From an optimization exercise on the open Yosys and OpenROAD flow, aimed at small area, a short achievable clock period and few clock cycles; shortcuts taken in it are not production practice. Only simulation tests tie the RTL to the original design; equivalence was not proved. No activity file was given, so power comes from the tool's default toggle rates.

===== design/flow/design.v =====
module qrl_rs_engine (
    input             clk,
    input             rst_n,        
    input             req_valid,
    input             req_write,
    input      [11:0] req_addr,
    input      [31:0] req_wdata,
    output            req_ready,
    output reg        rsp_valid,
    output reg [31:0] rsp_rdata,
    output reg        rsp_buserr
);
    localparam [7:0] OP_NOP       = 8'h00;
    localparam [7:0] OP_GF_MUL    = 8'h01;
    localparam [7:0] OP_GF_EXP    = 8'h02;
    localparam [7:0] OP_GF_LOG    = 8'h03;
    localparam [7:0] OP_ECC_COUNT = 8'h10;
    localparam [7:0] OP_RS_GEN    = 8'h11;
    localparam [7:0] OP_RS_REM    = 8'h12;
    localparam [7:0] OP_RS_ENCODE = 8'h13;
    localparam [7:0] OP_RS_SYND   = 8'h14;
    localparam [7:0] E_OK            = 8'h00;
    localparam [7:0] E_ILLEGAL_OP    = 8'h01;
    localparam [7:0] E_RESERVED_BITS = 8'h02;
    localparam [7:0] E_LOG_OF_ZERO   = 8'h03;
    localparam [7:0] E_BAD_ECC_COUNT = 8'h04;
    localparam [7:0] E_NO_GENERATOR  = 8'h05;
    localparam [7:0] E_EMPTY_MESSAGE = 8'h06;
    localparam [7:0] E_INVALID_SYM   = 8'h0B;
    localparam [7:0] E_BAD_LENGTH    = 8'h0C;
    localparam [7:0] E_READ_ONLY     = 8'h0E;
    localparam [1:0] S_IDLE = 2'd0;
    localparam [1:0] S_GEN  = 2'd1;
    localparam [1:0] S_REM  = 2'd2;
    localparam [1:0] S_SYN  = 2'd3;
    function automatic [7:0] exp_tab(input [8:0] i);
        case (i)
            9'd0: exp_tab = 8'h01;
            9'd1: exp_tab = 8'h02;
            9'd2: exp_tab = 8'h04;
            9'd3: exp_tab = 8'h08;
            9'd4: exp_tab = 8'h10;
            9'd5: exp_tab = 8'h20;
            9'd6: exp_tab = 8'h40;
            9'd7: exp_tab = 8'h80;
            9'd8: exp_tab = 8'h1d;
            9'd9: exp_tab = 8'h3a;
            9'd10: exp_tab = 8'h74;
            9'd11: exp_tab = 8'he8;
            9'd12: exp_tab = 8'hcd;
            9'd13: exp_tab = 8'h87;
            9'd14: exp_tab = 8'h13;
            9'd15: exp_tab = 8'h26;
            9'd16: exp_tab = 8'h4c;
            9'd17: exp_tab = 8'h98;
            9'd18: exp_tab = 8'h2d;
            9'd19: exp_tab = 8'h5a;
            9'd20: exp_tab = 8'hb4;
            9'd21: exp_tab = 8'h75;
            9'd22: exp_tab = 8'hea;
            9'd23: exp_tab = 8'hc9;
            9'd24: exp_tab = 8'h8f;
            9'd25: exp_tab = 8'h03;
            9'd26: exp_tab = 8'h06;
            9'd27: exp_tab = 8'h0c;
            9'd28: exp_tab = 8'h18;
            9'd29: exp_tab = 8'h30;
            9'd30: exp_tab = 8'h60;
            9'd31: exp_tab = 8'hc0;
            9'd32: exp_tab = 8'h9d;
            9'd33: exp_tab = 8'h27;
            9'd34: exp_tab = 8'h4e;
            9'd35: exp_tab = 8'h9c;
            9'd36: exp_tab = 8'h25;
            9'd37: exp_tab = 8'h4a;
            9'd38: exp_tab = 8'h94;
            9'd39: exp_tab = 8'h35;
            9'd40: exp_tab = 8'h6a;
            9'd41: exp_tab = 8'hd4;
            9'd42: exp_tab = 8'hb5;
            9'd43: exp_tab = 8'h77;
            9'd44: exp_tab = 8'hee;
            9'd45: exp_tab = 8'hc1;
            9'd46: exp_tab = 8'h9f;
            9'd47: exp_tab = 8'h23;
            9'd48: exp_tab = 8'h46;
            9'd49: exp_tab = 8'h8c;
            9'd50: exp_tab = 8'h05;
            9'd51: exp_tab = 8'h0a;
            9'd52: exp_tab = 8'h14;
            9'd53: exp_tab = 8'h28;
            9'd54: exp_tab = 8'h50;
            9'd55: exp_tab = 8'ha0;
            9'd56: exp_tab = 8'h5d;
            9'd57: exp_tab = 8'hba;
            9'd58: exp_tab = 8'h69;
            9'd59: exp_tab = 8'hd2;
            9'd60: exp_tab = 8'hb9;
            9'd61: exp_tab = 8'h6f;
            9'd62: exp_tab = 8'hde;
            9'd63: exp_tab = 8'ha1;
            9'd64: exp_tab = 8'h5f;
            9'd65: exp_tab = 8'hbe;
            9'd66: exp_tab = 8'h61;
            9'd67: exp_tab = 8'hc2;
            9'd68: exp_tab = 8'h99;
            9'd69: exp_tab = 8'h2f;
            9'd70: exp_tab = 8'h5e;
            9'd71: exp_tab = 8'hbc;
            9'd72: exp_tab = 8'h65;
            9'd73: exp_tab = 8'hca;
            9'd74: exp_tab = 8'h89;
            9'd75: exp_tab = 8'h0f;
            9'd76: exp_tab = 8'h1e;
            9'd77: exp_tab = 8'h3c;
            9'd78: exp_tab = 8'h78;
            9'd79: exp_tab = 8'hf0;
            9'd80: exp_tab = 8'hfd;
            9'd81: exp_tab = 8'he7;
            9'd82: exp_tab = 8'hd3;
            9'd83: exp_tab = 8'hbb;
            9'd84: exp_tab = 8'h6b;
            9'd85: exp_tab = 8'hd6;
            9'd86: exp_tab = 8'hb1;
            9'd87: exp_tab = 8'h7f;
            9'd88: exp_tab = 8'hfe;
            9'd89: exp_tab = 8'he1;
            9'd90: exp_tab = 8'hdf;
            9'd91: exp_tab = 8'ha3;
            9'd92: exp_tab = 8'h5b;
            9'd93: exp_tab = 8'hb6;
            9'd94: exp_tab = 8'h71;
            9'd95: exp_tab = 8'he2;
            9'd96: exp_tab = 8'hd9;
            9'd97: exp_tab = 8'haf;
            9'd98: exp_tab = 8'h43;
            9'd99: exp_tab = 8'h86;
            9'd100: exp_tab = 8'h11;
            9'd101: exp_tab = 8'h22;
            9'd102: exp_tab = 8'h44;
            9'd103: exp_tab = 8'h88;
            9'd104: exp_tab = 8'h0d;
            9'd105: exp_tab = 8'h1a;
            9'd106: exp_tab = 8'h34;
            9'd107: exp_tab = 8'h68;
            9'd108: exp_tab = 8'hd0;
            9'd109: exp_tab = 8'hbd;
            9'd110: exp_tab = 8'h67;
            9'd111: exp_tab = 8'hce;
            9'd112: exp_tab = 8'h81;
            9'd113: exp_tab = 8'h1f;
            9'd114: exp_tab = 8'h3e;
            9'd115: exp_tab = 8'h7c;
            9'd116: exp_tab = 8'hf8;
            9'd117: exp_tab = 8'hed;
            9'd118: exp_tab = 8'hc7;
            9'd119: exp_tab = 8'h93;
            9'd120: exp_tab = 8'h3b;
            9'd121: exp_tab = 8'h76;
            9'd122: exp_tab = 8'hec;
            9'd123: exp_tab = 8'hc5;
            9'd124: exp_tab = 8'h97;
            9'd125: exp_tab = 8'h33;
            9'd126: exp_tab = 8'h66;
            9'd127: exp_tab = 8'hcc;
            9'd128: exp_tab = 8'h85;
            9'd129: exp_tab = 8'h17;
            9'd130: exp_tab = 8'h2e;
            9'd131: exp_tab = 8'h5c;
            9'd132: exp_tab = 8'hb8;
            9'd133: exp_tab = 8'h6d;
            9'd134: exp_tab = 8'hda;
            9'd135: exp_tab = 8'ha9;
            9'd136: exp_tab = 8'h4f;
            9'd137: exp_tab = 8'h9e;
            9'd138: exp_tab = 8'h21;
            9'd139: exp_tab = 8'h42;
            9'd140: exp_tab = 8'h84;
            9'd141: exp_tab = 8'h15;
            9'd142: exp_tab = 8'h2a;
            9'd143: exp_tab = 8'h54;
            9'd144: exp_tab = 8'ha8;
            9'd145: exp_tab = 8'h4d;
            9'd146: exp_tab = 8'h9a;
            9'd147: exp_tab = 8'h29;
            9'd148: exp_tab = 8'h52;
            9'd149: exp_tab = 8'ha4;
            9'd150: exp_tab = 8'h55;
            9'd151: exp_tab = 8'haa;
            9'd152: exp_tab = 8'h49;
            9'd153: exp_tab = 8'h92;
            9'd154: exp_tab = 8'h39;
            9'd155: exp_tab = 8'h72;
            9'd156: exp_tab = 8'he4;
            9'd157: exp_tab = 8'hd5;
            9'd158: exp_tab = 8'hb7;
            9'd159: exp_tab = 8'h73;
            9'd160: exp_tab = 8'he6;
            9'd161: exp_tab = 8'hd1;
            9'd162: exp_tab = 8'hbf;
            9'd163: exp_tab = 8'h63;
            9'd164: exp_tab = 8'hc6;
            9'd165: exp_tab = 8'h91;
            9'd166: exp_tab = 8'h3f;
            9'd167: exp_tab = 8'h7e;
            9'd168: exp_tab = 8'hfc;
            9'd169: exp_tab = 8'he5;
            9'd170: exp_tab = 8'hd7;
            9'd171: exp_tab = 8'hb3;
            9'd172: exp_tab = 8'h7b;
            9'd173: exp_tab = 8'hf6;
            9'd174: exp_tab = 8'hf1;
            9'd175: exp_tab = 8'hff;
            9'd176: exp_tab = 8'he3;
            9'd177: exp_tab = 8'hdb;
            9'd178: exp_tab = 8'hab;
            9'd179: exp_tab = 8'h4b;
            9'd180: exp_tab = 8'h96;
            9'd181: exp_tab = 8'h31;
            9'd182: exp_tab = 8'h62;
            9'd183: exp_tab = 8'hc4;
            9'd184: exp_tab = 8'h95;
            9'd185: exp_tab = 8'h37;
            9'd186: exp_tab = 8'h6e;
            9'd187: exp_tab = 8'hdc;
            9'd188: exp_tab = 8'ha5;
            9'd189: exp_tab = 8'h57;
            9'd190: exp_tab = 8'hae;
            9'd191: exp_tab = 8'h41;
            9'd192: exp_tab = 8'h82;
            9'd193: exp_tab = 8'h19;
            9'd194: exp_tab = 8'h32;
            9'd195: exp_tab = 8'h64;
            9'd196: exp_tab = 8'hc8;
            9'd197: exp_tab = 8'h8d;
            9'd198: exp_tab = 8'h07;
            9'd199: exp_tab = 8'h0e;
            9'd200: exp_tab = 8'h1c;
            9'd201: exp_tab = 8'h38;
            9'd202: exp_tab = 8'h70;
            9'd203: exp_tab = 8'he0;
            9'd204: exp_tab = 8'hdd;
            9'd205: exp_tab = 8'ha7;
            9'd206: exp_tab = 8'h53;
            9'd207: exp_tab = 8'ha6;
            9'd208: exp_tab = 8'h51;
            9'd209: exp_tab = 8'ha2;
            9'd210: exp_tab = 8'h59;
            9'd211: exp_tab = 8'hb2;
            9'd212: exp_tab = 8'h79;
            9'd213: exp_tab = 8'hf2;
            9'd214: exp_tab = 8'hf9;
            9'd215: exp_tab = 8'hef;
            9'd216: exp_tab = 8'hc3;
            9'd217: exp_tab = 8'h9b;
            9'd218: exp_tab = 8'h2b;
            9'd219: exp_tab = 8'h56;
            9'd220: exp_tab = 8'hac;
            9'd221: exp_tab = 8'h45;
            9'd222: exp_tab = 8'h8a;
            9'd223: exp_tab = 8'h09;
            9'd224: exp_tab = 8'h12;
            9'd225: exp_tab = 8'h24;
            9'd226: exp_tab = 8'h48;
            9'd227: exp_tab = 8'h90;
            9'd228: exp_tab = 8'h3d;
            9'd229: exp_tab = 8'h7a;
            9'd230: exp_tab = 8'hf4;
            9'd231: exp_tab = 8'hf5;
            9'd232: exp_tab = 8'hf7;
            9'd233: exp_tab = 8'hf3;
            9'd234: exp_tab = 8'hfb;
            9'd235: exp_tab = 8'heb;
            9'd236: exp_tab = 8'hcb;
            9'd237: exp_tab = 8'h8b;
            9'd238: exp_tab = 8'h0b;
            9'd239: exp_tab = 8'h16;
            9'd240: exp_tab = 8'h2c;
            9'd241: exp_tab = 8'h58;
            9'd242: exp_tab = 8'hb0;
            9'd243: exp_tab = 8'h7d;
            9'd244: exp_tab = 8'hfa;
            9'd245: exp_tab = 8'he9;
            9'd246: exp_tab = 8'hcf;
            9'd247: exp_tab = 8'h83;
            9'd248: exp_tab = 8'h1b;
            9'd249: exp_tab = 8'h36;
            9'd250: exp_tab = 8'h6c;
            9'd251: exp_tab = 8'hd8;
            9'd252: exp_tab = 8'had;
            9'd253: exp_tab = 8'h47;
            9'd254: exp_tab = 8'h8e;
            9'd255: exp_tab = 8'h01;
            9'd256: exp_tab = 8'h02;
            9'd257: exp_tab = 8'h04;
            9'd258: exp_tab = 8'h08;
            9'd259: exp_tab = 8'h10;
            9'd260: exp_tab = 8'h20;
            9'd261: exp_tab = 8'h40;
            9'd262: exp_tab = 8'h80;
            9'd263: exp_tab = 8'h1d;
            9'd264: exp_tab = 8'h3a;
            9'd265: exp_tab = 8'h74;
            9'd266: exp_tab = 8'he8;
            9'd267: exp_tab = 8'hcd;
            9'd268: exp_tab = 8'h87;
            9'd269: exp_tab = 8'h13;
            9'd270: exp_tab = 8'h26;
            9'd271: exp_tab = 8'h4c;
            9'd272: exp_tab = 8'h98;
            9'd273: exp_tab = 8'h2d;
            9'd274: exp_tab = 8'h5a;
            9'd275: exp_tab = 8'hb4;
            9'd276: exp_tab = 8'h75;
            9'd277: exp_tab = 8'hea;
            9'd278: exp_tab = 8'hc9;
            9'd279: exp_tab = 8'h8f;
            9'd280: exp_tab = 8'h03;
            9'd281: exp_tab = 8'h06;
            9'd282: exp_tab = 8'h0c;
            9'd283: exp_tab = 8'h18;
            9'd284: exp_tab = 8'h30;
            9'd285: exp_tab = 8'h60;
            9'd286: exp_tab = 8'hc0;
            9'd287: exp_tab = 8'h9d;
            9'd288: exp_tab = 8'h27;
            9'd289: exp_tab = 8'h4e;
            9'd290: exp_tab = 8'h9c;
            9'd291: exp_tab = 8'h25;
            9'd292: exp_tab = 8'h4a;
            9'd293: exp_tab = 8'h94;
            9'd294: exp_tab = 8'h35;
            9'd295: exp_tab = 8'h6a;
            9'd296: exp_tab = 8'hd4;
            9'd297: exp_tab = 8'hb5;
            9'd298: exp_tab = 8'h77;
            9'd299: exp_tab = 8'hee;
            9'd300: exp_tab = 8'hc1;
            9'd301: exp_tab = 8'h9f;
            9'd302: exp_tab = 8'h23;
            9'd303: exp_tab = 8'h46;
            9'd304: exp_tab = 8'h8c;
            9'd305: exp_tab = 8'h05;
            9'd306: exp_tab = 8'h0a;
            9'd307: exp_tab = 8'h14;
            9'd308: exp_tab = 8'h28;
            9'd309: exp_tab = 8'h50;
            9'd310: exp_tab = 8'ha0;
            9'd311: exp_tab = 8'h5d;
            9'd312: exp_tab = 8'hba;
            9'd313: exp_tab = 8'h69;
            9'd314: exp_tab = 8'hd2;
            9'd315: exp_tab = 8'hb9;
            9'd316: exp_tab = 8'h6f;
            9'd317: exp_tab = 8'hde;
            9'd318: exp_tab = 8'ha1;
            9'd319: exp_tab = 8'h5f;
            9'd320: exp_tab = 8'hbe;
            9'd321: exp_tab = 8'h61;
            9'd322: exp_tab = 8'hc2;
            9'd323: exp_tab = 8'h99;
            9'd324: exp_tab = 8'h2f;
            9'd325: exp_tab = 8'h5e;
            9'd326: exp_tab = 8'hbc;
            9'd327: exp_tab = 8'h65;
            9'd328: exp_tab = 8'hca;
            9'd329: exp_tab = 8'h89;
            9'd330: exp_tab = 8'h0f;
            9'd331: exp_tab = 8'h1e;
            9'd332: exp_tab = 8'h3c;
            9'd333: exp_tab = 8'h78;
            9'd334: exp_tab = 8'hf0;
            9'd335: exp_tab = 8'hfd;
            9'd336: exp_tab = 8'he7;
            9'd337: exp_tab = 8'hd3;
            9'd338: exp_tab = 8'hbb;
            9'd339: exp_tab = 8'h6b;
            9'd340: exp_tab = 8'hd6;
            9'd341: exp_tab = 8'hb1;
            9'd342: exp_tab = 8'h7f;
            9'd343: exp_tab = 8'hfe;
            9'd344: exp_tab = 8'he1;
            9'd345: exp_tab = 8'hdf;
            9'd346: exp_tab = 8'ha3;
            9'd347: exp_tab = 8'h5b;
            9'd348: exp_tab = 8'hb6;
            9'd349: exp_tab = 8'h71;
            9'd350: exp_tab = 8'he2;
            9'd351: exp_tab = 8'hd9;
            9'd352: exp_tab = 8'haf;
            9'd353: exp_tab = 8'h43;
            9'd354: exp_tab = 8'h86;
            9'd355: exp_tab = 8'h11;
            9'd356: exp_tab = 8'h22;
            9'd357: exp_tab = 8'h44;
            9'd358: exp_tab = 8'h88;
            9'd359: exp_tab = 8'h0d;
            9'd360: exp_tab = 8'h1a;
            9'd361: exp_tab = 8'h34;
            9'd362: exp_tab = 8'h68;
            9'd363: exp_tab = 8'hd0;
            9'd364: exp_tab = 8'hbd;
            9'd365: exp_tab = 8'h67;
            9'd366: exp_tab = 8'hce;
            9'd367: exp_tab = 8'h81;
            9'd368: exp_tab = 8'h1f;
            9'd369: exp_tab = 8'h3e;
            9'd370: exp_tab = 8'h7c;
            9'd371: exp_tab = 8'hf8;
            9'd372: exp_tab = 8'hed;
            9'd373: exp_tab = 8'hc7;
            9'd374: exp_tab = 8'h93;
            9'd375: exp_tab = 8'h3b;
            9'd376: exp_tab = 8'h76;
            9'd377: exp_tab = 8'hec;
            9'd378: exp_tab = 8'hc5;
            9'd379: exp_tab = 8'h97;
            9'd380: exp_tab = 8'h33;
            9'd381: exp_tab = 8'h66;
            9'd382: exp_tab = 8'hcc;
            9'd383: exp_tab = 8'h85;
            9'd384: exp_tab = 8'h17;
            9'd385: exp_tab = 8'h2e;
            9'd386: exp_tab = 8'h5c;
            9'd387: exp_tab = 8'hb8;
            9'd388: exp_tab = 8'h6d;
            9'd389: exp_tab = 8'hda;
            9'd390: exp_tab = 8'ha9;
            9'd391: exp_tab = 8'h4f;
            9'd392: exp_tab = 8'h9e;
            9'd393: exp_tab = 8'h21;
            9'd394: exp_tab = 8'h42;
            9'd395: exp_tab = 8'h84;
            9'd396: exp_tab = 8'h15;
            9'd397: exp_tab = 8'h2a;
            9'd398: exp_tab = 8'h54;
            9'd399: exp_tab = 8'ha8;
            9'd400: exp_tab = 8'h4d;
            9'd401: exp_tab = 8'h9a;
            9'd402: exp_tab = 8'h29;
            9'd403: exp_tab = 8'h52;
            9'd404: exp_tab = 8'ha4;
            9'd405: exp_tab = 8'h55;
            9'd406: exp_tab = 8'haa;
            9'd407: exp_tab = 8'h49;
            9'd408: exp_tab = 8'h92;
            9'd409: exp_tab = 8'h39;
            9'd410: exp_tab = 8'h72;
            9'd411: exp_tab = 8'he4;
            9'd412: exp_tab = 8'hd5;
            9'd413: exp_tab = 8'hb7;
            9'd414: exp_tab = 8'h73;
            9'd415: exp_tab = 8'he6;
            9'd416: exp_tab = 8'hd1;
            9'd417: exp_tab = 8'hbf;
            9'd418: exp_tab = 8'h63;
            9'd419: exp_tab = 8'hc6;
            9'd420: exp_tab = 8'h91;
            9'd421: exp_tab = 8'h3f;
            9'd422: exp_tab = 8'h7e;
            9'd423: exp_tab = 8'hfc;
            9'd424: exp_tab = 8'he5;
            9'd425: exp_tab = 8'hd7;
            9'd426: exp_tab = 8'hb3;
            9'd427: exp_tab = 8'h7b;
            9'd428: exp_tab = 8'hf6;
            9'd429: exp_tab = 8'hf1;
            9'd430: exp_tab = 8'hff;
            9'd431: exp_tab = 8'he3;
            9'd432: exp_tab = 8'hdb;
            9'd433: exp_tab = 8'hab;
            9'd434: exp_tab = 8'h4b;
            9'd435: exp_tab = 8'h96;
            9'd436: exp_tab = 8'h31;
            9'd437: exp_tab = 8'h62;
            9'd438: exp_tab = 8'hc4;
            9'd439: exp_tab = 8'h95;
            9'd440: exp_tab = 8'h37;
            9'd441: exp_tab = 8'h6e;
            9'd442: exp_tab = 8'hdc;
            9'd443: exp_tab = 8'ha5;
            9'd444: exp_tab = 8'h57;
            9'd445: exp_tab = 8'hae;
            9'd446: exp_tab = 8'h41;
            9'd447: exp_tab = 8'h82;
            9'd448: exp_tab = 8'h19;
            9'd449: exp_tab = 8'h32;
            9'd450: exp_tab = 8'h64;
            9'd451: exp_tab = 8'hc8;
            9'd452: exp_tab = 8'h8d;
            9'd453: exp_tab = 8'h07;
            9'd454: exp_tab = 8'h0e;
            9'd455: exp_tab = 8'h1c;
            9'd456: exp_tab = 8'h38;
            9'd457: exp_tab = 8'h70;
            9'd458: exp_tab = 8'he0;
            9'd459: exp_tab = 8'hdd;
            9'd460: exp_tab = 8'ha7;
            9'd461: exp_tab = 8'h53;
            9'd462: exp_tab = 8'ha6;
            9'd463: exp_tab = 8'h51;
            9'd464: exp_tab = 8'ha2;
            9'd465: exp_tab = 8'h59;
            9'd466: exp_tab = 8'hb2;
            9'd467: exp_tab = 8'h79;
            9'd468: exp_tab = 8'hf2;
            9'd469: exp_tab = 8'hf9;
            9'd470: exp_tab = 8'hef;
            9'd471: exp_tab = 8'hc3;
            9'd472: exp_tab = 8'h9b;
            9'd473: exp_tab = 8'h2b;
            9'd474: exp_tab = 8'h56;
            9'd475: exp_tab = 8'hac;
            9'd476: exp_tab = 8'h45;
            9'd477: exp_tab = 8'h8a;
            9'd478: exp_tab = 8'h09;
            9'd479: exp_tab = 8'h12;
            9'd480: exp_tab = 8'h24;
            9'd481: exp_tab = 8'h48;
            9'd482: exp_tab = 8'h90;
            9'd483: exp_tab = 8'h3d;
            9'd484: exp_tab = 8'h7a;
            9'd485: exp_tab = 8'hf4;
            9'd486: exp_tab = 8'hf5;
            9'd487: exp_tab = 8'hf7;
            9'd488: exp_tab = 8'hf3;
            9'd489: exp_tab = 8'hfb;
            9'd490: exp_tab = 8'heb;
            9'd491: exp_tab = 8'hcb;
            9'd492: exp_tab = 8'h8b;
            9'd493: exp_tab = 8'h0b;
            9'd494: exp_tab = 8'h16;
            9'd495: exp_tab = 8'h2c;
            9'd496: exp_tab = 8'h58;
            9'd497: exp_tab = 8'hb0;
            9'd498: exp_tab = 8'h7d;
            9'd499: exp_tab = 8'hfa;
            9'd500: exp_tab = 8'he9;
            9'd501: exp_tab = 8'hcf;
            9'd502: exp_tab = 8'h83;
            9'd503: exp_tab = 8'h1b;
            9'd504: exp_tab = 8'h36;
            9'd505: exp_tab = 8'h6c;
            9'd506: exp_tab = 8'hd8;
            9'd507: exp_tab = 8'had;
            9'd508: exp_tab = 8'h47;
            9'd509: exp_tab = 8'h8e;
            9'd510: exp_tab = 8'h01;
            9'd511: exp_tab = 8'h02;
            default: exp_tab = 8'h00;
        endcase
    endfunction
    function automatic [7:0] log_tab(input [7:0] a);
        case (a)
            8'd0: log_tab = 8'd0;
            8'd1: log_tab = 8'd0;
            8'd2: log_tab = 8'd1;
            8'd3: log_tab = 8'd25;
            8'd4: log_tab = 8'd2;
            8'd5: log_tab = 8'd50;
            8'd6: log_tab = 8'd26;
            8'd7: log_tab = 8'd198;
            8'd8: log_tab = 8'd3;
            8'd9: log_tab = 8'd223;
            8'd10: log_tab = 8'd51;
            8'd11: log_tab = 8'd238;
            8'd12: log_tab = 8'd27;
            8'd13: log_tab = 8'd104;
            8'd14: log_tab = 8'd199;
            8'd15: log_tab = 8'd75;
            8'd16: log_tab = 8'd4;
            8'd17: log_tab = 8'd100;
            8'd18: log_tab = 8'd224;
            8'd19: log_tab = 8'd14;
            8'd20: log_tab = 8'd52;
            8'd21: log_tab = 8'd141;
            8'd22: log_tab = 8'd239;
            8'd23: log_tab = 8'd129;
            8'd24: log_tab = 8'd28;
            8'd25: log_tab = 8'd193;
            8'd26: log_tab = 8'd105;
            8'd27: log_tab = 8'd248;
            8'd28: log_tab = 8'd200;
            8'd29: log_tab = 8'd8;
            8'd30: log_tab = 8'd76;
            8'd31: log_tab = 8'd113;
            8'd32: log_tab = 8'd5;
            8'd33: log_tab = 8'd138;
            8'd34: log_tab = 8'd101;
            8'd35: log_tab = 8'd47;
            8'd36: log_tab = 8'd225;
            8'd37: log_tab = 8'd36;
            8'd38: log_tab = 8'd15;
            8'd39: log_tab = 8'd33;
            8'd40: log_tab = 8'd53;
            8'd41: log_tab = 8'd147;
            8'd42: log_tab = 8'd142;
            8'd43: log_tab = 8'd218;
            8'd44: log_tab = 8'd240;
            8'd45: log_tab = 8'd18;
            8'd46: log_tab = 8'd130;
            8'd47: log_tab = 8'd69;
            8'd48: log_tab = 8'd29;
            8'd49: log_tab = 8'd181;
            8'd50: log_tab = 8'd194;
            8'd51: log_tab = 8'd125;
            8'd52: log_tab = 8'd106;
            8'd53: log_tab = 8'd39;
            8'd54: log_tab = 8'd249;
            8'd55: log_tab = 8'd185;
            8'd56: log_tab = 8'd201;
            8'd57: log_tab = 8'd154;
            8'd58: log_tab = 8'd9;
            8'd59: log_tab = 8'd120;
            8'd60: log_tab = 8'd77;
            8'd61: log_tab = 8'd228;
            8'd62: log_tab = 8'd114;
            8'd63: log_tab = 8'd166;
            8'd64: log_tab = 8'd6;
            8'd65: log_tab = 8'd191;
            8'd66: log_tab = 8'd139;
            8'd67: log_tab = 8'd98;
            8'd68: log_tab = 8'd102;
            8'd69: log_tab = 8'd221;
            8'd70: log_tab = 8'd48;
            8'd71: log_tab = 8'd253;
            8'd72: log_tab = 8'd226;
            8'd73: log_tab = 8'd152;
            8'd74: log_tab = 8'd37;
            8'd75: log_tab = 8'd179;
            8'd76: log_tab = 8'd16;
            8'd77: log_tab = 8'd145;
            8'd78: log_tab = 8'd34;
            8'd79: log_tab = 8'd136;
            8'd80: log_tab = 8'd54;
            8'd81: log_tab = 8'd208;
            8'd82: log_tab = 8'd148;
            8'd83: log_tab = 8'd206;
            8'd84: log_tab = 8'd143;
            8'd85: log_tab = 8'd150;
            8'd86: log_tab = 8'd219;
            8'd87: log_tab = 8'd189;
            8'd88: log_tab = 8'd241;
            8'd89: log_tab = 8'd210;
            8'd90: log_tab = 8'd19;
            8'd91: log_tab = 8'd92;
            8'd92: log_tab = 8'd131;
            8'd93: log_tab = 8'd56;
            8'd94: log_tab = 8'd70;
            8'd95: log_tab = 8'd64;
            8'd96: log_tab = 8'd30;
            8'd97: log_tab = 8'd66;
            8'd98: log_tab = 8'd182;
            8'd99: log_tab = 8'd163;
            8'd100: log_tab = 8'd195;
            8'd101: log_tab = 8'd72;
            8'd102: log_tab = 8'd126;
            8'd103: log_tab = 8'd110;
            8'd104: log_tab = 8'd107;
            8'd105: log_tab = 8'd58;
            8'd106: log_tab = 8'd40;
            8'd107: log_tab = 8'd84;
            8'd108: log_tab = 8'd250;
            8'd109: log_tab = 8'd133;
            8'd110: log_tab = 8'd186;
            8'd111: log_tab = 8'd61;
            8'd112: log_tab = 8'd202;
            8'd113: log_tab = 8'd94;
            8'd114: log_tab = 8'd155;
            8'd115: log_tab = 8'd159;
            8'd116: log_tab = 8'd10;
            8'd117: log_tab = 8'd21;
            8'd118: log_tab = 8'd121;
            8'd119: log_tab = 8'd43;
            8'd120: log_tab = 8'd78;
            8'd121: log_tab = 8'd212;
            8'd122: log_tab = 8'd229;
            8'd123: log_tab = 8'd172;
            8'd124: log_tab = 8'd115;
            8'd125: log_tab = 8'd243;
            8'd126: log_tab = 8'd167;
            8'd127: log_tab = 8'd87;
            8'd128: log_tab = 8'd7;
            8'd129: log_tab = 8'd112;
            8'd130: log_tab = 8'd192;
            8'd131: log_tab = 8'd247;
            8'd132: log_tab = 8'd140;
            8'd133: log_tab = 8'd128;
            8'd134: log_tab = 8'd99;
            8'd135: log_tab = 8'd13;
            8'd136: log_tab = 8'd103;
            8'd137: log_tab = 8'd74;
            8'd138: log_tab = 8'd222;
            8'd139: log_tab = 8'd237;
            8'd140: log_tab = 8'd49;
            8'd141: log_tab = 8'd197;
            8'd142: log_tab = 8'd254;
            8'd143: log_tab = 8'd24;
            8'd144: log_tab = 8'd227;
            8'd145: log_tab = 8'd165;
            8'd146: log_tab = 8'd153;
            8'd147: log_tab = 8'd119;
            8'd148: log_tab = 8'd38;
            8'd149: log_tab = 8'd184;
            8'd150: log_tab = 8'd180;
            8'd151: log_tab = 8'd124;
            8'd152: log_tab = 8'd17;
            8'd153: log_tab = 8'd68;
            8'd154: log_tab = 8'd146;
            8'd155: log_tab = 8'd217;
            8'd156: log_tab = 8'd35;
            8'd157: log_tab = 8'd32;
            8'd158: log_tab = 8'd137;
            8'd159: log_tab = 8'd46;
            8'd160: log_tab = 8'd55;
            8'd161: log_tab = 8'd63;
            8'd162: log_tab = 8'd209;
            8'd163: log_tab = 8'd91;
            8'd164: log_tab = 8'd149;
            8'd165: log_tab = 8'd188;
            8'd166: log_tab = 8'd207;
            8'd167: log_tab = 8'd205;
            8'd168: log_tab = 8'd144;
            8'd169: log_tab = 8'd135;
            8'd170: log_tab = 8'd151;
            8'd171: log_tab = 8'd178;
            8'd172: log_tab = 8'd220;
            8'd173: log_tab = 8'd252;
            8'd174: log_tab = 8'd190;
            8'd175: log_tab = 8'd97;
            8'd176: log_tab = 8'd242;
            8'd177: log_tab = 8'd86;
            8'd178: log_tab = 8'd211;
            8'd179: log_tab = 8'd171;
            8'd180: log_tab = 8'd20;
            8'd181: log_tab = 8'd42;
            8'd182: log_tab = 8'd93;
            8'd183: log_tab = 8'd158;
            8'd184: log_tab = 8'd132;
            8'd185: log_tab = 8'd60;
            8'd186: log_tab = 8'd57;
            8'd187: log_tab = 8'd83;
            8'd188: log_tab = 8'd71;
            8'd189: log_tab = 8'd109;
            8'd190: log_tab = 8'd65;
            8'd191: log_tab = 8'd162;
            8'd192: log_tab = 8'd31;
            8'd193: log_tab = 8'd45;
            8'd194: log_tab = 8'd67;
            8'd195: log_tab = 8'd216;
            8'd196: log_tab = 8'd183;
            8'd197: log_tab = 8'd123;
            8'd198: log_tab = 8'd164;
            8'd199: log_tab = 8'd118;
            8'd200: log_tab = 8'd196;
            8'd201: log_tab = 8'd23;
            8'd202: log_tab = 8'd73;
            8'd203: log_tab = 8'd236;
            8'd204: log_tab = 8'd127;
            8'd205: log_tab = 8'd12;
            8'd206: log_tab = 8'd111;
            8'd207: log_tab = 8'd246;
            8'd208: log_tab = 8'd108;
            8'd209: log_tab = 8'd161;
            8'd210: log_tab = 8'd59;
            8'd211: log_tab = 8'd82;
            8'd212: log_tab = 8'd41;
            8'd213: log_tab = 8'd157;
            8'd214: log_tab = 8'd85;
            8'd215: log_tab = 8'd170;
            8'd216: log_tab = 8'd251;
            8'd217: log_tab = 8'd96;
            8'd218: log_tab = 8'd134;
            8'd219: log_tab = 8'd177;
            8'd220: log_tab = 8'd187;
            8'd221: log_tab = 8'd204;
            8'd222: log_tab = 8'd62;
            8'd223: log_tab = 8'd90;
            8'd224: log_tab = 8'd203;
            8'd225: log_tab = 8'd89;
            8'd226: log_tab = 8'd95;
            8'd227: log_tab = 8'd176;
            8'd228: log_tab = 8'd156;
            8'd229: log_tab = 8'd169;
            8'd230: log_tab = 8'd160;
            8'd231: log_tab = 8'd81;
            8'd232: log_tab = 8'd11;
            8'd233: log_tab = 8'd245;
            8'd234: log_tab = 8'd22;
            8'd235: log_tab = 8'd235;
            8'd236: log_tab = 8'd122;
            8'd237: log_tab = 8'd117;
            8'd238: log_tab = 8'd44;
            8'd239: log_tab = 8'd215;
            8'd240: log_tab = 8'd79;
            8'd241: log_tab = 8'd174;
            8'd242: log_tab = 8'd213;
            8'd243: log_tab = 8'd233;
            8'd244: log_tab = 8'd230;
            8'd245: log_tab = 8'd231;
            8'd246: log_tab = 8'd173;
            8'd247: log_tab = 8'd232;
            8'd248: log_tab = 8'd116;
            8'd249: log_tab = 8'd214;
            8'd250: log_tab = 8'd244;
            8'd251: log_tab = 8'd234;
            8'd252: log_tab = 8'd168;
            8'd253: log_tab = 8'd80;
            8'd254: log_tab = 8'd88;
            8'd255: log_tab = 8'd175;
            default: log_tab = 8'd0;
        endcase
    endfunction
    function automatic [7:0] xtime(input [7:0] a);
        xtime = a[7] ? ((a << 1) ^ 8'h1d) : (a << 1);
    endfunction
    reg [7:0]  msg [0:39];
    reg [5:0]  msg_len;
    reg [7:0]  gen [0:9];
    reg [3:0]  gen_n;
    reg [7:0]  ecc [0:9];
    reg [7:0]  syn [0:9];
    reg [15:0] result;
    reg [7:0]  err;
    reg        sticky;
    reg [1:0]  state;
    reg [3:0]  cnt_i;       
    reg [3:0]  cnt_j;       
    reg [5:0]  cnt_t;       
    reg [7:0]  alpha;       
    reg [7:0]  fb;          
    reg [7:0]  acc;         
    reg        syn_nz;      
    reg        then_rem;    
    assign req_ready = (state == S_IDLE);
    wire accept = req_valid && req_ready;
    wire        aligned  = (req_addr[1:0] == 2'b00);
    wire [5:0]  a_word   = req_addr[7:2];
    wire [3:0]  a_small  = req_addr[5:2];
    wire        a_cmd    = aligned && req_addr == 12'h000;
    wire        a_status = aligned && req_addr == 12'h004;
    wire        a_result = aligned && req_addr == 12'h008;
    wire        a_msglen = aligned && req_addr == 12'h014;
    wire        a_genn   = aligned && req_addr == 12'h024;
    wire        a_msg    = aligned && req_addr[11:8] == 4'h1 && a_word < 6'd40;
    wire        a_gen    = aligned && req_addr[11:6] == 6'h08 && a_small < 4'd10;
    wire        a_ecc    = aligned && req_addr[11:6] == 6'h09 && a_small < 4'd10;
    wire        a_syn    = aligned && req_addr[11:6] == 6'h0a && a_small < 4'd10;
    wire        mapped   = a_cmd | a_status | a_result | a_msglen | a_genn |
                           a_msg | a_gen | a_ecc | a_syn;
    wire [7:0]  op    = req_wdata[7:0];
    wire [7:0]  fld_a = req_wdata[15:8];
    wire [7:0]  fld_b = req_wdata[23:16];
    wire [8:0]  fld_i = req_wdata[16:8];
    reg         op_known;
    reg [31:0]  rsv_mask;
    always @(*) begin
        op_known = 1'b1;
        rsv_mask = 32'hFFFFFF00;
        case (op)
            OP_NOP:       rsv_mask = 32'hFFFFFF00;
            OP_GF_MUL:    rsv_mask = 32'hFF000000;
            OP_GF_EXP:    rsv_mask = 32'hFFFE0000;
            OP_GF_LOG:    rsv_mask = 32'hFFFF0000;
            OP_ECC_COUNT: rsv_mask = 32'hFFFF0000;
            OP_RS_GEN:    rsv_mask = 32'hFFFF0000;
            OP_RS_REM:    rsv_mask = 32'hFFFFFF00;
            OP_RS_ENCODE: rsv_mask = 32'hFFFF0000;
            OP_RS_SYND:   rsv_mask = 32'hFFFF0000;
            default:      op_known = 1'b0;
        endcase
    end
    wire rsv_bad = |(req_wdata & rsv_mask);
    wire n_bad   = (fld_a == 8'd0) || (fld_a > 8'd10);
    wire [8:0] ecc_q   = ({1'b0, fld_a} + 9'd3) >> 2;
    wire [8:0] ecc_cnt = (ecc_q < 9'd4) ? 9'd4 : ecc_q;
    reg  [7:0] mul_a, mul_b;
    wire [7:0] log_a   = log_tab(mul_a);
    wire [7:0] log_b   = log_tab(mul_b);
    wire [8:0] log_sum = {1'b0, log_a} + {1'b0, log_b};
    wire       use_i   = (state == S_IDLE) && (op == OP_GF_EXP);
    wire [7:0] exp_out = exp_tab(use_i ? fld_i : log_sum);
    wire [7:0] mul_out = (mul_a == 8'd0 || mul_b == 8'd0) ? 8'd0 : exp_out;
    wire [7:0] gen_j   = gen[cnt_j];
    wire [7:0] fb_now  = (cnt_j == 4'd0) ? (msg[cnt_t] ^ ecc[0]) : fb;
    wire [5:0] ecc_t   = cnt_t - msg_len;
    wire [7:0] cw_t    = (cnt_t < msg_len) ? msg[cnt_t] : ecc[ecc_t[3:0]];
    always @(*) begin
        case (state)
            S_GEN:   begin mul_a = gen_j;  mul_b = alpha;  end
            S_REM:   begin mul_a = fb_now; mul_b = gen_j;  end
            S_SYN:   begin mul_a = acc;    mul_b = alpha;  end
            default: begin mul_a = fld_a;  mul_b = fld_b;  end
        endcase
    end
    wire [3:0] n_last = gen_n - 4'd1;
    wire [7:0] gen_next_j = (cnt_j < n_last) ? gen[cnt_j + 4'd1] : 8'd0;
    wire [7:0] ecc_next_j = (cnt_j < n_last) ? ecc[cnt_j + 4'd1] : 8'd0;
    wire [7:0] acc_new    = mul_out ^ cw_t;
    reg [31:0] rd_data;
    always @(*) begin
        rd_data = 32'd0;
        if (a_status)      rd_data = {23'd0, sticky, err};
        else if (a_result) rd_data = {16'd0, result};
        else if (a_msglen) rd_data = {26'd0, msg_len};
        else if (a_genn)   rd_data = {28'd0, gen_n};
        else if (a_msg)    rd_data = {24'd0, msg[a_word]};
        else if (a_gen)    rd_data = {24'd0, gen[a_small]};
        else if (a_ecc)    rd_data = {24'd0, ecc[a_small]};
        else if (a_syn)    rd_data = {24'd0, syn[a_small]};
    end
    integer k;
    always @(posedge clk) begin
        if (!rst_n) begin
            for (k = 0; k < 40; k = k + 1) msg[k] <= 8'd0;
            for (k = 0; k < 10; k = k + 1) begin
                gen[k] <= 8'd0;
                ecc[k] <= 8'd0;
                syn[k] <= 8'd0;
            end
            msg_len    <= 6'd0;
            gen_n      <= 4'd0;
            result     <= 16'd0;
            err        <= E_OK;
            sticky     <= 1'b0;
            state      <= S_IDLE;
            cnt_i      <= 4'd0;
            cnt_j      <= 4'd0;
            cnt_t      <= 6'd0;
            alpha      <= 8'd1;
            fb         <= 8'd0;
            acc        <= 8'd0;
            syn_nz     <= 1'b0;
            then_rem   <= 1'b0;
            rsp_valid  <= 1'b0;
            rsp_rdata  <= 32'd0;
            rsp_buserr <= 1'b0;
        end else begin
            rsp_valid <= 1'b0;
            case (state)
            S_IDLE: if (accept) begin
                rsp_rdata  <= 32'd0;
                rsp_buserr <= 1'b0;
                if (!mapped) begin
                    rsp_buserr <= 1'b1;
                    rsp_valid  <= 1'b1;
                end else if (!req_write) begin
                    rsp_rdata <= rd_data;
                    rsp_valid <= 1'b1;
                end else if (a_status) begin
                    if (req_wdata[8]) sticky <= 1'b0;
                    rsp_valid <= 1'b1;
                end else if (a_msglen) begin
                    if (req_wdata > 32'd40) begin
                        err <= E_BAD_LENGTH; sticky <= 1'b1;
                    end else begin
                        msg_len <= req_wdata[5:0]; err <= E_OK;
                    end
                    rsp_valid <= 1'b1;
                end else if (a_msg || a_ecc) begin
                    if (req_wdata > 32'd255) begin
                        err <= E_INVALID_SYM; sticky <= 1'b1;
                    end else begin
                        if (a_msg) msg[a_word] <= req_wdata[7:0];
                        else       ecc[a_small] <= req_wdata[7:0];
                        err <= E_OK;
                    end
                    rsp_valid <= 1'b1;
                end else if (!a_cmd) begin
                    err <= E_READ_ONLY; sticky <= 1'b1;
                    rsp_valid <= 1'b1;
                end else if (!op_known) begin
                    err <= E_ILLEGAL_OP; sticky <= 1'b1;
                    rsp_valid <= 1'b1;
                end else if (rsv_bad) begin
                    err <= E_RESERVED_BITS; sticky <= 1'b1;
                    rsp_valid <= 1'b1;
                end else begin
                    case (op)
                    OP_GF_MUL, OP_GF_EXP: begin
                        result <= {8'd0, (op == OP_GF_EXP) ? exp_out : mul_out};
                        err <= E_OK;
                        rsp_valid <= 1'b1;
                    end
                    OP_GF_LOG: begin
                        if (fld_a == 8'd0) begin
                            err <= E_LOG_OF_ZERO; sticky <= 1'b1;
                        end else begin
                            result <= {8'd0, log_a}; err <= E_OK;
                        end
                        rsp_valid <= 1'b1;
                    end
                    OP_ECC_COUNT: begin
                        result <= {7'd0, ecc_cnt};
                        err <= E_OK;
                        rsp_valid <= 1'b1;
                    end
                    OP_RS_GEN, OP_RS_ENCODE: begin
                        if (n_bad) begin
                            err <= E_BAD_ECC_COUNT; sticky <= 1'b1;
                            rsp_valid <= 1'b1;
                        end else if (op == OP_RS_ENCODE && msg_len == 6'd0) begin
                            err <= E_EMPTY_MESSAGE; sticky <= 1'b1;
                            rsp_valid <= 1'b1;
                        end else begin
                            for (k = 0; k < 10; k = k + 1)
                                gen[k] <= (k == {24'd0, fld_a} - 32'd1) ? 8'd1 : 8'd0;
                            gen_n    <= fld_a[3:0];
                            then_rem <= (op == OP_RS_ENCODE);
                            cnt_i    <= 4'd0;
                            cnt_j    <= 4'd0;
                            alpha    <= 8'd1;
                            state    <= S_GEN;
                        end
                    end
                    OP_RS_REM: begin
                        if (gen_n == 4'd0) begin
                            err <= E_NO_GENERATOR; sticky <= 1'b1;
                            rsp_valid <= 1'b1;
                        end else if (msg_len == 6'd0) begin
                            err <= E_EMPTY_MESSAGE; sticky <= 1'b1;
                            rsp_valid <= 1'b1;
                        end else begin
                            for (k = 0; k < 10; k = k + 1) ecc[k] <= 8'd0;
                            cnt_j <= 4'd0;
                            cnt_t <= 6'd0;
                            state <= S_REM;
                        end
                    end
                    OP_RS_SYND: begin
                        if (n_bad) begin
                            err <= E_BAD_ECC_COUNT; sticky <= 1'b1;
                            rsp_valid <= 1'b1;
                        end else if (msg_len == 6'd0) begin
                            err <= E_EMPTY_MESSAGE; sticky <= 1'b1;
                            rsp_valid <= 1'b1;
                        end else begin
                            for (k = 0; k < 10; k = k + 1) syn[k] <= 8'd0;
                            cnt_j  <= fld_a[3:0] - 4'd1;
                            cnt_i  <= 4'd0;
                            cnt_t  <= 6'd0;
                            alpha  <= 8'd1;
                            acc    <= 8'd0;
                            syn_nz <= 1'b0;
                            state  <= S_SYN;
                        end
                    end
                    default: begin  
                        err <= E_OK;
                        rsp_valid <= 1'b1;
                    end
                    endcase
                end
            end
            S_GEN: begin
                gen[cnt_j] <= mul_out ^ gen_next_j;
                if (cnt_j == n_last) begin
                    cnt_j <= 4'd0;
                    alpha <= xtime(alpha);
                    cnt_i <= cnt_i + 4'd1;
                    if (cnt_i == n_last) begin
                        if (then_rem) begin
                            for (k = 0; k < 10; k = k + 1) ecc[k] <= 8'd0;
                            cnt_t <= 6'd0;
                            state <= S_REM;
                        end else begin
                            err       <= E_OK;
                            rsp_valid <= 1'b1;
                            state     <= S_IDLE;
                        end
                    end
                end else begin
                    cnt_j <= cnt_j + 4'd1;
                end
            end
            S_REM: begin
                if (cnt_j == 4'd0) fb <= fb_now;
                ecc[cnt_j] <= ecc_next_j ^ mul_out;
                if (cnt_j == n_last) begin
                    cnt_j <= 4'd0;
                    cnt_t <= cnt_t + 6'd1;
                    if (cnt_t == msg_len - 6'd1) begin
                        err       <= E_OK;
                        rsp_valid <= 1'b1;
                        state     <= S_IDLE;
                    end
                end else begin
                    cnt_j <= cnt_j + 4'd1;
                end
            end
            S_SYN: begin
                if (cnt_t == msg_len + {2'b00, cnt_j}) begin
                    syn[cnt_i] <= acc_new;
                    acc   <= 8'd0;
                    cnt_t <= 6'd0;
                    alpha <= xtime(alpha);
                    cnt_i <= cnt_i + 4'd1;
                    if (acc_new != 8'd0) syn_nz <= 1'b1;
                    if (cnt_i == cnt_j) begin
                        result    <= {15'd0, ~(syn_nz | (acc_new != 8'd0))};
                        err       <= E_OK;
                        rsp_valid <= 1'b1;
                        state     <= S_IDLE;
                    end
                end else begin
                    acc   <= acc_new;
                    cnt_t <= cnt_t + 6'd1;
                end
            end
            endcase
        end
    end
endmodule

===== design/flow/run.sh =====
#!/bin/bash
# synth_recipe.tcl (not shown) runs the flow's synth.tcl, then flattens the netlist and writes it again
# the make line also repeats each setting of config.mk as NAME=value (left out here)
make -C /OpenROAD-flow-scripts/flow DESIGN_CONFIG=/design/flow/config.mk WORK_HOME=/design/flow/orfs CLKGATE_MAP_FILE= SYNTH_SCRIPT=/design/flow/synth_recipe.tcl finish

===== design/flow/config.mk =====
export PLATFORM = sky130hd
export DESIGN_NAME = qrl_rs_engine
export DESIGN_NICKNAME = qrl_rs_engine
export VERILOG_FILES = /design/flow/design.v
export SDC_FILE = /design/flow/constraint.sdc
export NUM_CORES = 4
export LEC_CHECK = 0
export CAP_MARGIN = 20
export CORE_MARGIN = 2
export CORE_UTILIZATION = 40
export SLEW_MARGIN = 20

===== design/flow/constraint.sdc =====
create_clock -name core_clock -period 12.0 [get_ports {clk}]
set_input_delay 2.4000 -clock core_clock [delete_from_list [all_inputs] [get_ports {clk}]]
set_output_delay 2.4000 -clock core_clock [all_outputs]
set_load 0.01 [all_outputs]

==> flow_summary.toml <==
[run_status]
status = "complete, no violations"

[detailed_routing]
wl_met3_mm = 34.2
wl_met1_mm = 107
top_layer = "met5"
firstDrtPassIters = 7
wl_per_cell_um = 32.5
vias = 54200
drc = 0
drtAntennaViolNets = 0
drt-total-wl_mm = 265
routed_via_density = 6.66
drtIter0Drc = 8895
met2WireLength_mm = 114

[synthesis]
postSynthCellCount = 5702
synthArstFlopShare_pct = 0
syn-cell-area_sq_um = 62000
synth_enable_flop_cells = 848
synth_flop_cell = "edfxtp_1"
yosysWarnings = 1
syn_avg_cell_area_sq_um = 10.9
synth_top_area_share_pct = 41.1
synth.area.top_cells = "edfxtp_1 (41%), mux4_2 (16%), nor2_1 (3.9%)"
yosys_register_bits = 938
synth.distinct_cells = 112
seq_area_frac_synth_pct = 44.0
synth_top_cell_by_area = "edfxtp_1"

[worst_setup_path]
r2r_slack_ps = 650
cp.required_ps = 12460
arrival_ps = 11810
r2r-end = "syn[0][7]$_SDFFCE_PN0P_"
end_kind = "flip-flop"
critical-path-slowest-cell = "dfxtp_2"
startpoint_type = "flip-flop"
cp_max_fo = 18
critPathMaxStageDelay_ps = 810
path_class = "flip-flop to flip-flop"
reg2reg_depth = 36

[timing]
tightest_slew_ps = 1170
finalHoldViolCount = 0
max_freq_mhz = 88.1
maxSlewViolCount = 0
holdWs_ps = 433
setup_viol_count_final = 0
rsz0062_at_grt = "no"
period_share_pct = 94.6
tns_ps = 0
min_period_ps = 11350
max_slew_margin_pct = 22.1
fin_skew_ps = 44.2

[cts]
clockRootBuffer = "clkbuf_16"
cts_tree = "built"
cts_buffers = 100
ctsHoldBuffers = 0
cts_max_level = 3
cts_resized = 0
clock_sinks = 938
clkTransAtPathRegs_ps = 60
clk_path_buf_depth = 3
post_cts_buffers = 0
clock_latency_ps = 750

[die]
boundaryPins = 83
start_util_pct = 40.3
die_w_um = 398
rows = 144
core_sq_um = 154000
fp.dieH_um = 398
die-area_sq_um = 158000

[job]
max-cap-violations = 0

[hold_path]
min_path_cells = 2
hold_start = "err[6]$_SDFFE_PN0P_"
worstHoldPathType = "flip-flop to flip-flop"
hold_end = "err[6]$_SDFFE_PN0P_"

[pwr]
vdd_drop_max_v = 0.000142
total_leakage_power_nw = 24.9
powerDensity_nw_per_um2 = 174

[final_layout]
nNetsFinal = 6151
layout-drive-gt1-share_pct = 19.7
syn_to_final_growth_pct = 14.3
fin_cells = 8142
final_area_sq_um = 70800

[placement]
placed_cell_area_sq_um = 67500
place_inst = 7951
dp_hpwl_mm = 191
numPortBuffers = 59
routabilityCongestion = 1.01

[global_route]
grt_use_total_pct = 32.8
overflow = 0
grt_pass1_wl_mm = 378
grt_max_degree = 85
grt_pass1_vias = 51400
antenna_found_initial = 19
[through the flow]
step / utilization, % / power (mW) / setup WS (ps)
2_1_floorplan: - / 6.32 / 1550
4_1_cts: 46.0 / 12.2 / 794
6_report: 46.0 / 12.4 / 650
5_1_grt: 46.0 / 12.7 / 157
3_5_place_dp: 43.9 / 9.03 / 394
3_3_place_gp: 43.9 / 9.12 / 288
[placed cells by master (no fill, tap or decap), drive strengths merged, types with 25 or more instances in the layout]
cell type | Yosys | layout
edfxtp | 848 | 848
nor2 | 648 | 648
buf | 191 | 479
nand2 | 450 | 450
mux4 | 440 | 440
a21oi | 334 | 334
o21ai | 302 | 302
and2 | 271 | 271
conb | 1 | 215
nor3 | 178 | 178
nand3 | 146 | 146
clkbuf | 344 | 132
a211oi | 131 | 131
mux2i | 126 | 126
inv | 98 | 101
ha | 90 | 90
dfxtp | 90 | 90
o211ai | 80 | 80
a31oi | 77 | 77
o22ai | 76 | 76
a22oi | 60 | 60
clkdlybuf4s50 | 0 | 48
nor2b | 46 | 46
xnor2 | 45 | 45
clkinv | 8 | 42
nand2b | 39 | 39
a221oi | 38 | 38
xor2 | 37 | 37
o221ai | 29 | 29
a311oi | 27 | 27
o311ai | 26 | 26
o31ai | 25 | 25
nor4 | 25 | 25
[final cells by class]
cell class                      count  area [sq um]
Timing Repair Buffer              527          4280
Multi-Input combinational cell   4337         33000
Antenna cell                        7          17.5
Tap cell                         2044          2560
Clock inverter                     51           566
Clock buffer                      132          2750
Fill cell                       14500         83000
Inverter                          106           398
Sequential cell                   938         27300
[where the power goes]
part / total (mW) / internal, mW / leakage [nW] / switching (mW)
clock network: 3.17 / 1.81 / 1.62 / 1.36
logic: 5.36 / 1.89 / 14.1 / 3.47
registers: 3.83 / 3.77 / 9.23 / 0.0588
total: 12.4 / 7.47 / 24.9 / 4.88
[how the worst max path moves through the flow]
| stage | to | slack [ps] |
|---|---|---|
| after floorplan | ecc[10][5]$_DFFE_PP_ | 1550 |
| after global placement | ecc[12][3]$_DFFE_PP_ | 290 |
| after detailed placement | ecc[14][3]$_DFFE_PP_ | 390 |
| after CTS | ecc[12][3]$_DFFE_PP_ | 790 |
| after global routing | ecc[10][3]$_DFFE_PP_ | 160 |
| final | syn[0][7]$_SDFFCE_PN0P_ | 650 |
[cell usage after synthesis, types with 29 or more instances]
library cell and n:
o211ai_1 80, nand3_1 146, inv_1 92, buf_1 67
o21ai_0 286, nor2b_1 46, xor2_1 37, buf_2 73
a221oi_1 38, ha_1 90, nand2_1 449, clkbuf_1 343
and2_1 269, mux4_2 439, xnor2_1 45, o221ai_1 29
a22oi_1 60, o22ai_1 76, nor3_1 176, a21oi_1 331
buf_4 39, mux2i_1 125, edfxtp_1 848, nor2_1 642
dfxtp_1 90, a31oi_1 77, nand2b_1 39, a211oi_1 130
[state kept, by name (all words and copies together) (netlist names), 6 cells and up, named ones only]
name	count
msg	512
ecc	128
gen	128
syn	80
rsp_rdata	9
acc	8
alpha	8
err	8
fb	8
result	8
cnt_t	6
msg_len	6
[routing by layer]
metal  global-route usage [%]  up-vias
li1                         -    22500
met2                     47.9     3835
met5                        0        -
met1                     47.0    27200
met4                     11.0       12
met3                     9.08      630
[logic make-up after synthesis]
| kind of cell | after synthesis | share of synthesized area [%] |
|---|---|---|
| compound gates | 1431 | 15.4 |
| xor+xnor | 83 | 1.20 |
| simple gates | 1923 | 14.5 |
| buf+inv | 641 | 4.45 |
| other cells | 1 | 0.00605 |
| mux | 590 | 18.5 |
| fa+ha+maj | 95 | 1.95 |
| flops | 938 | 44.0 |
[critical path, delay by kind of cell, from the launching register on]
kind / cells / cell delay (ps)
compound gates: 10 / 3470
buf+inv: 8 / 1930
flops: 1 / 810
simple gates: 8 / 1310
xor+xnor: 1 / 450
mux: 5 / 1260
fa+ha+maj: 4 / 1800
Testbench counts, summed over its fixed seeds: cycles 110,624.

## separate check: timing with driven ports
How much do the figures lean on ideal ports? The routed layout below was timed once more, with nothing changed but the port constraints. Step 1, drivers: a clkbuf_16 drives clk and a buf_2 each remaining input, both assumed. Step 2, shift: input delay + t, output delay - t, t = (earliest + latest rising clock arrival at the registers) / 2. This alone moves slack from input paths to output paths. Three values: ideal, step 1, step 2; two values: the first two.
shift t [ns]: 0.796
slack for setup (ns): 0.650 / 0.650 / 0.139
worst setup path at the end: input to register
worst register clock-pin slew, ns: 0.07 / 0.07
pins driven straight from the clock port: 1
After both steps this run still meets setup and hold. For this run, drivers alone change the setup slack by 0.000 ns; drivers and shift together by -0.511 ns.
